This is an optimization exercise on Yosys and OpenROAD, whose aim is small area, a short achievable clock period and few clock cycles, not a production implementation.
Function was checked by simulation only, so behaviour that the tests miss may differ from the original.
Power and IR drop assume default switching activity.

$ cat flow/run.sh
#!/bin/bash
# synth_recipe.tcl (not shown) runs the flow's synth.tcl, then flattens the netlist and writes it again
# the make line also repeats each setting of config.mk as NAME=value (left out here)
make -C /OpenROAD-flow-scripts/flow DESIGN_CONFIG=/design/flow/config.mk WORK_HOME=/design/flow/orfs CLKGATE_MAP_FILE= SYNTH_SCRIPT=/design/flow/synth_recipe.tcl finish
$ cat flow/config.mk
export PLATFORM = sky130hd
export DESIGN_NAME = nibbler_enc
export DESIGN_NICKNAME = nibbler_enc
export VERILOG_FILES = /design/flow/design.v
export SDC_FILE = /design/flow/constraint.sdc
export NUM_CORES = 4
export LEC_CHECK = 0
export CAP_MARGIN = 20
export CORE_MARGIN = 2
export CORE_UTILIZATION = 40
export SLEW_MARGIN = 20
$ cat flow/design.v
module nibbler_enc (
    input  wire        clk,
    input  wire        rst,         
    input  wire        start,
    input  wire [13:0] len,         
    output wire [12:0] in_addr,
    input  wire [7:0]  in_data,
    output reg         out_we,
    output reg  [13:0] out_addr,
    output reg  [7:0]  out_data,
    output wire        busy,
    output reg         done,
    output reg  [13:0] written      
);
    localparam [3:0] S_IDLE  = 4'd0,
                     S_LD_A  = 4'd1,    
                     S_LD_B  = 4'd2,
                     S_LS_A  = 4'd3,    
                     S_LS_B  = 4'd4,
                     S_FLD   = 4'd5,    
                     S_CP_A  = 4'd6,    
                     S_CP_B  = 4'd7,
                     S_RX_A  = 4'd8,    
                     S_RX_B  = 4'd9,
                     S_HDR0  = 4'd10,
                     S_HDR1  = 4'd11,
                     S_FIN   = 4'd12;
    reg [3:0]  state;
    reg [13:0] n_r;
    reg [13:0] e_r;        
    reg [13:0] k;          
    reg [13:0] s;          
    reg [13:0] ri;         
    reg [13:0] cend;       
    reg [7:0]  rv;         
    reg        has_run;    
    reg [1:0]  mark;
    reg [7:0]  w0, w1, w2;   
    reg [13:0] ocur;       
    reg        slot_v;
    reg [13:0] slot_pos;
    reg [3:0]  slot_hi;
    reg [15:0] fw;         
    reg [2:0]  fcnt;       
    reg        fld_lit;    
    assign busy    = (state != S_IDLE);
    assign in_addr = k[12:0];
    wire is_mv = (w2 == 8'h00) || (w2 == 8'hFF);
    wire run_here = (k >= s + 14'd3) && (k + 14'd1 <= e_r) && is_mv &&
                    (w1 == w2) && (w0 == w2) && (in_data == w2);
    wire scan_stop = (k + 14'd1 >= e_r);
    function [18:0] field;      
        input [13:0] v;
        reg   [13:0] w;
        begin
            w = v - 14'd8;
            if (v <= 14'd7)
                field = {3'd1, v[3:0], 12'd0};
            else if (v <= 14'd71)
                field = {3'd2, 2'b10, w[5:0], 8'd0};
            else
                field = {3'd4, 3'b110, w[12:0]};
        end
    endfunction
    wire [13:0] lit_len_run = k - 14'd2 - s;    
    wire [13:0] lit_len_end = n_r - s;          
    wire [18:0] fld_run_lit = field(lit_len_run - 14'd1);
    wire [18:0] fld_end_lit = field(lit_len_end - 14'd1);
    wire [18:0] fld_run     = field(k - ri);
    always @(posedge clk) begin
        done     <= 1'b0;
        out_we   <= 1'b0;
        out_addr <= ocur + 14'd2;
        out_data <= in_data;
        case (state)
            S_IDLE: begin
                if (start) begin
                    n_r    <= len;
                    e_r    <= (len >= 14'd3) ? len - 14'd3 : 14'd0;
                    ocur   <= 14'd0;
                    slot_v <= 1'b0;
                    k      <= 14'd0;
                    s      <= 14'd0;
                    mark   <= 2'b10;
                    if (len == 14'd0)
                        state <= S_HDR0;
                    else if (len >= 14'd6)
                        state <= S_LD_A;
                    else
                        state <= S_LS_A;
                end
            end
            S_LD_A: state <= S_LD_B;
            S_LD_B: begin
                w0 <= in_data;
                w1 <= w0;
                w2 <= w1;
                if (k == 14'd2) begin
                    if (((w1 == 8'h00) || (w1 == 8'hFF)) && (w0 == w1) && (in_data == w1)) begin
                        mark  <= {1'b0, w1[0]};
                        rv    <= w1;
                        ri    <= 14'd0;
                        k     <= 14'd3;
                        state <= S_RX_A;
                    end else begin
                        k     <= 14'd0;
                        state <= S_LS_A;
                    end
                end else begin
                    k     <= k + 14'd1;
                    state <= S_LD_A;
                end
            end
            S_LS_A: state <= S_LS_B;
            S_LS_B: begin
                w0 <= in_data;
                w1 <= w0;
                w2 <= w1;
                if (run_here) begin
                    has_run <= 1'b1;
                    rv      <= w2;
                    ri      <= k - 14'd2;
                    cend    <= k - 14'd2;
                    fw      <= fld_run_lit[15:0];
                    fcnt    <= fld_run_lit[18:16];
                    fld_lit <= 1'b1;
                    state   <= S_FLD;
                end else if (scan_stop) begin
                    has_run <= 1'b0;
                    cend    <= n_r;
                    fw      <= fld_end_lit[15:0];
                    fcnt    <= fld_end_lit[18:16];
                    fld_lit <= 1'b1;
                    state   <= S_FLD;
                end else begin
                    k     <= k + 14'd1;
                    state <= S_LS_A;
                end
            end
            S_FLD: begin
                out_we <= 1'b1;
                if (slot_v) begin
                    out_addr <= slot_pos + 14'd2;
                    out_data <= {slot_hi, fw[15:12]};
                    slot_v   <= 1'b0;
                end else begin
                    out_addr <= ocur + 14'd2;
                    out_data <= {fw[15:12], 4'd0};
                    slot_v   <= 1'b1;
                    slot_pos <= ocur;
                    slot_hi  <= fw[15:12];
                    ocur     <= ocur + 14'd1;
                end
                fw   <= {fw[11:0], 4'd0};
                fcnt <= fcnt - 3'd1;
                if (fcnt == 3'd1) begin
                    if (fld_lit) begin
                        k     <= s;
                        state <= S_CP_A;
                    end else begin
                        s     <= k;
                        state <= S_LS_A;
                    end
                end
            end
            S_CP_A: state <= S_CP_B;
            S_CP_B: begin
                out_we   <= 1'b1;
                ocur     <= ocur + 14'd1;
                if (k + 14'd1 == cend) begin
                    if (has_run) begin
                        k     <= ri + 14'd3;
                        state <= S_RX_A;
                    end else begin
                        state <= S_HDR0;
                    end
                end else begin
                    k     <= k + 14'd1;
                    state <= S_CP_A;
                end
            end
            S_RX_A: begin
                if (k >= e_r) begin
                    fw      <= fld_run[15:0];
                    fcnt    <= fld_run[18:16];
                    fld_lit <= 1'b0;
                    state   <= S_FLD;
                end else begin
                    state <= S_RX_B;
                end
            end
            S_RX_B: begin
                if (in_data == rv) begin
                    k     <= k + 14'd1;
                    state <= S_RX_A;
                end else begin
                    fw      <= fld_run[15:0];
                    fcnt    <= fld_run[18:16];
                    fld_lit <= 1'b0;
                    state   <= S_FLD;
                end
            end
            S_HDR0: begin
                out_we   <= 1'b1;
                out_addr <= 14'd0;
                out_data <= {mark, ocur[13:8]};
                state    <= S_HDR1;
            end
            S_HDR1: begin
                out_we   <= 1'b1;
                out_addr <= 14'd1;
                out_data <= ocur[7:0];
                state    <= S_FIN;
            end
            S_FIN: begin
                written <= ocur + 14'd2;
                done    <= 1'b1;
                state   <= S_IDLE;
            end
            default: state <= S_IDLE;
        endcase
        if (rst) begin
            state  <= S_IDLE;
            done   <= 1'b0;
            out_we <= 1'b0;
            k      <= 14'd0;
        end
    end
endmodule
$ cat flow/constraint.sdc
create_clock -name core_clock -period 5.0 [get_ports {clk}]
set_input_delay 1.0000 -clock core_clock [delete_from_list [all_inputs] [get_ports {clk}]]
set_output_delay 1.0000 -clock core_clock [all_outputs]
set_load 0.01 [all_outputs]
==> results.sh <==
export IMPL_status="finished clean"
export IMPL_ys_ff_latch=214
export IMPL_yosysUniqueCellTypes=85
export IMPL_final_design_area_no_fill_sq_mm=0.0175
export IMPL_fp_dieH_um=199
export IMPL_max_freq_mhz=211
export IMPL_port_buffers=76
export IMPL_syn_area_sq_mm=0.0152
export IMPL_p_sw_uw=1450
export IMPL_place_area_sq_mm=0.0166
export IMPL_clock_latency_ps=560
export IMPL_synthSimpleGateAreaFrac_pct=18.5
export IMPL_regToRegEndpoint="k[4]"
export IMPL_rsz0062_at_grt="no"
export IMPL_vias_per_cell=5.85
export IMPL_start_util_pct=40.6
export IMPL_cts_setup_buffers=0
export IMPL_syn_inst=1621
export IMPL_clockRootBuffer="clkbuf_16"
export IMPL_io_pins=77
export IMPL_drt_wl_total_um=47700
export IMPL_vdd_ir_drop_max_mv=0.264
export IMPL_clkTransAtPathRegs_ps=60
export IMPL_crit_path_end_kind="flop"
export IMPL_r2r_start="k[2]"
export IMPL_cts_tree="yes"
export IMPL_arrival_ps=5220
export IMPL_synth_most_common_cell="edfxtp_1"
export IMPL_synth_area_leaders="edfxtp_1, ha_1, dfxtp_1, xnor2_1, nand2_1"
export IMPL_synth_edf_count=172
export IMPL_grt_pass1_wl_um=73300
export IMPL_critPathKind="flop to flop"
export IMPL_first_global_vias=12428
export IMPL_worstRegToRegCells=15
export IMPL_cts_max_path_buffers=3
export IMPL_finalCritPeriodShare_pct=94.7
export IMPL_synthAdderAreaFrac_pct=8.44
export IMPL_p_clk_share_pct=39.4
export IMPL_combinationalPowerShare_pct=19.3
export IMPL_grt_ovfl_total=0
export IMPL_synth_compound_area_share_pct=16.7
export IMPL_ys_warn_count=1
export IMPL_hold_depth=0
export IMPL_drtIter0Drc=1163
export IMPL_n_antenna_cell=0
export IMPL_synth_xor_area_share_pct=9.47
export IMPL_dieArea_sq_mm=0.0397
export IMPL_path_max_fanout=15
export IMPL_crit_start="k[2]"
export IMPL_start_kind="flop"
export IMPL_htree_levels=1
export IMPL_drcViolationCount=0
export IMPL_rrSetupSlack_ps=260
export IMPL_cts_buffers=26
export IMPL_p_leak_uw=0.00686
export IMPL_sw_frac_of_total_pct=28.2
export IMPL_grt_max_degree=36
export IMPL_ys_seq_area_share_pct=39.4
export IMPL_die_width_um=199
export IMPL_drive_gt1_share_pct=8.09
export IMPL_synth_top_family_by_area="simple AND/OR/NAND/NOR gates"
export IMPL_synthArstFlopShare_pct=0
export IMPL_seq_power_share_pct=41.3
export IMPL_syn_area_per_cell_sq_um=9.40
export IMPL_yosysTopAreaCellShare_pct=33.9
export IMPL_setup_worst_path_end="k[4]"
export IMPL_cp_required_ps=5490
export IMPL_clock_sinks=214
export IMPL_setup_violations_final=0
export IMPL_ant_nets=0
export IMPL_cellInternalPower_uw=3700
export IMPL_rows=71
export IMPL_slew_headroom_pct=32.7
export IMPL_fin_skew_ps=29.0
export IMPL_synthMuxAreaShare_pct=2.46
export IMPL_power_per_cell_area_mw_per_mm2=294
export IMPL_drv_cap=0
export IMPL_nets=1813
export IMPL_hold_class="flop to flop"
export IMPL_place_congestion=0.980
export IMPL_fillers=3608
export IMPL_synth_common_cells="edfxtp_1, nand2_1, nor2_1, ha_1, inv_1"
export IMPL_synth_ff_type="edfxtp_1"
export IMPL_syn_nets=1747
export IMPL_wire_per_inst_um=21.5
export IMPL_areaGrowthSynthToFinish_pct=14.9
export IMPL_synth_top_cell_by_area="edfxtp_1"
export IMPL_coreArea_sq_mm=0.0376
export IMPL_hold_viol_final=0
export IMPL_drtPass1Iterations=5
export IMPL_period_needed_ps=4740
export IMPL_setup_tns_ps=0
export IMPL_tightest_slew_ps=1010
export IMPL_slew_viol_final=0
export IMPL_track_usage_pct=24.1
export IMPL_grt_antenna_before_repair=1
export IMPL_vias=12968
export IMPL_dp_hpwl_um=37100
==> power groups by stage <==
stage / Sequential [uW] / Clock, uW / Combinational [uW]
global route: 2140 / 2120 / 1090
global placement: 2160 / 0 / 976
detailed placement: 2160 / 0 / 979
floorplan: 2140 / 0 / 681
finish: 2130 / 2030 / 996
CTS: 2130 / 2060 / 985
==> repair_timing <==
item	4_1_cts	5_1_grt
gates resized for setup	0	2
setup endpoints to repair	0	9
hold buffers	0	0
==> metrics by stage <==
stage                     setup WS [ps]  std cells  hold slack (ps)  total power [uW]  util (%)
final                               264       2216              495              5150      46.6
after global routing               27.9       2216              531              5340      46.6
after CTS                           336       2216              496              5170      46.6
after detailed placement            365       2170              482              3140      44.1
after global placement              369       2170              470              3140      44.1
after floorplan                     398       1621              424              2820         -
==> worst max-delay path, cell delays in order (launching register included) <==
cell	delay, ps
dfxtp_1	610
ha_1	280
nand3_1	90
nor2_1	260
and3_1	250
xor2_1	220
ha_1	280
a21o_1	180
a21o_1	170
a221oi_1	420
o21a_1	230
or3b_2	550
a21oi_1	220
o211a_1	580
a2bb2oi_1	160
o21ai_0	150
==> placed cells by master, fill, tap and decap left out, types with 27 or more instances in the layout <==
master and instances:
o21ai_0 81, nand2_1 164, nor2_1 114, a21oi_1 70
dfxtp_1 42, xor2_1 68, buf_4 45, nor3_1 42
clkdlybuf4s50_1 76, inv_1 87, clkbuf_16 28, a21o_1 35
nand3_1 62, nand4_1 32, and3_1 27, ha_1 98
edfxtp_1 172, xnor2_1 86
==> final cells by class <==
class | count | area (sq um) | area share, %
clock buffer | 36 | 761 | 4.34
timing repair buffer | 121 | 1100 | 6.27
clock inverter | 10 | 165 | 0.943
multi-input combinational | 1233 | 8510 | 48.6
sequential | 214 | 6010 | 34.3
inverter | 91 | 342 | 1.95
tap | 511 | 639 | 3.65
==> worst min path at each step <==
stage                    to  startpoint
2_1_floorplan  slot_pos[10]    ocur[10]
3_3_place_gp     slot_hi[0]      fw[12]
3_5_place_dp     slot_hi[0]      fw[12]
4_1_cts          slot_hi[0]      fw[12]
5_1_grt          slot_hi[0]      fw[12]
6_report         slot_hi[0]      fw[12]
==> layer usage <==
| layer | vias up | global-route usage (%) | share of wire (%) |
|---|---|---|---|
| li1 | 6069 | - | - |
| met1 | 6265 | 31.9 | 43 |
| met2 | 552 | 40.3 | 46 |
| met3 | 82 | 4.44 | 7.8 |
| met4 | 0 | 6.85 | 2.7 |
| met5 | - | 0 | 0 |
==> cells by family (layout without fill, tap and decap cells) <==
group / count (synthesis) / after routing
xor+xnor: 160 / 160
fa+ha+maj: 101 / 101
simple gates: 566 / 566
compound gates: 371 / 371
buf+inv: 174 / 258
mux: 35 / 35
flops: 214 / 214
==> state kept, by name, indices dropped and copies added, names as in the netlist, 14 cells and up <==
register / count
fw: 16
cend: 14
e_r: 14
k: 14
n_r: 14
ocur: 14
out_addr: 14
ri: 14
s: 14
slot_pos: 14
written: 14
Testbench counts, summed over its fixed seeds: cycles 1,243,632.

[port drivers added, routing unchanged]
The results above use ideal ports. As a check the final layout listed here was re-extracted and re-timed, cells and wires unchanged. Step 1: set_driving_cell puts a clkbuf_16 on clk and a buf_2 on each other input, an assumption about the parent block. Step 2 adds t to the input delays and takes it off the output delays; t is the mean of the earliest and latest rising clock arrival at the registers after step 1. Input paths then give back, and output paths get back, about the clock's delay inside the block. Three values: no drivers, after step 1, after step 2; two values: the first two.
t (ns): 0.595
setup slack, ns: 0.264 / 0.264 / 0.264
worst setup path at the end: register to register
latest minus earliest clock arrival (ns): 0.029 / 0.029
worst data-port slew with drivers (ns): 0.04
After both steps setup and hold are still met in this run. The setup slack of this run moves by 0.000 ns with the drivers and by 0.000 ns with both steps.
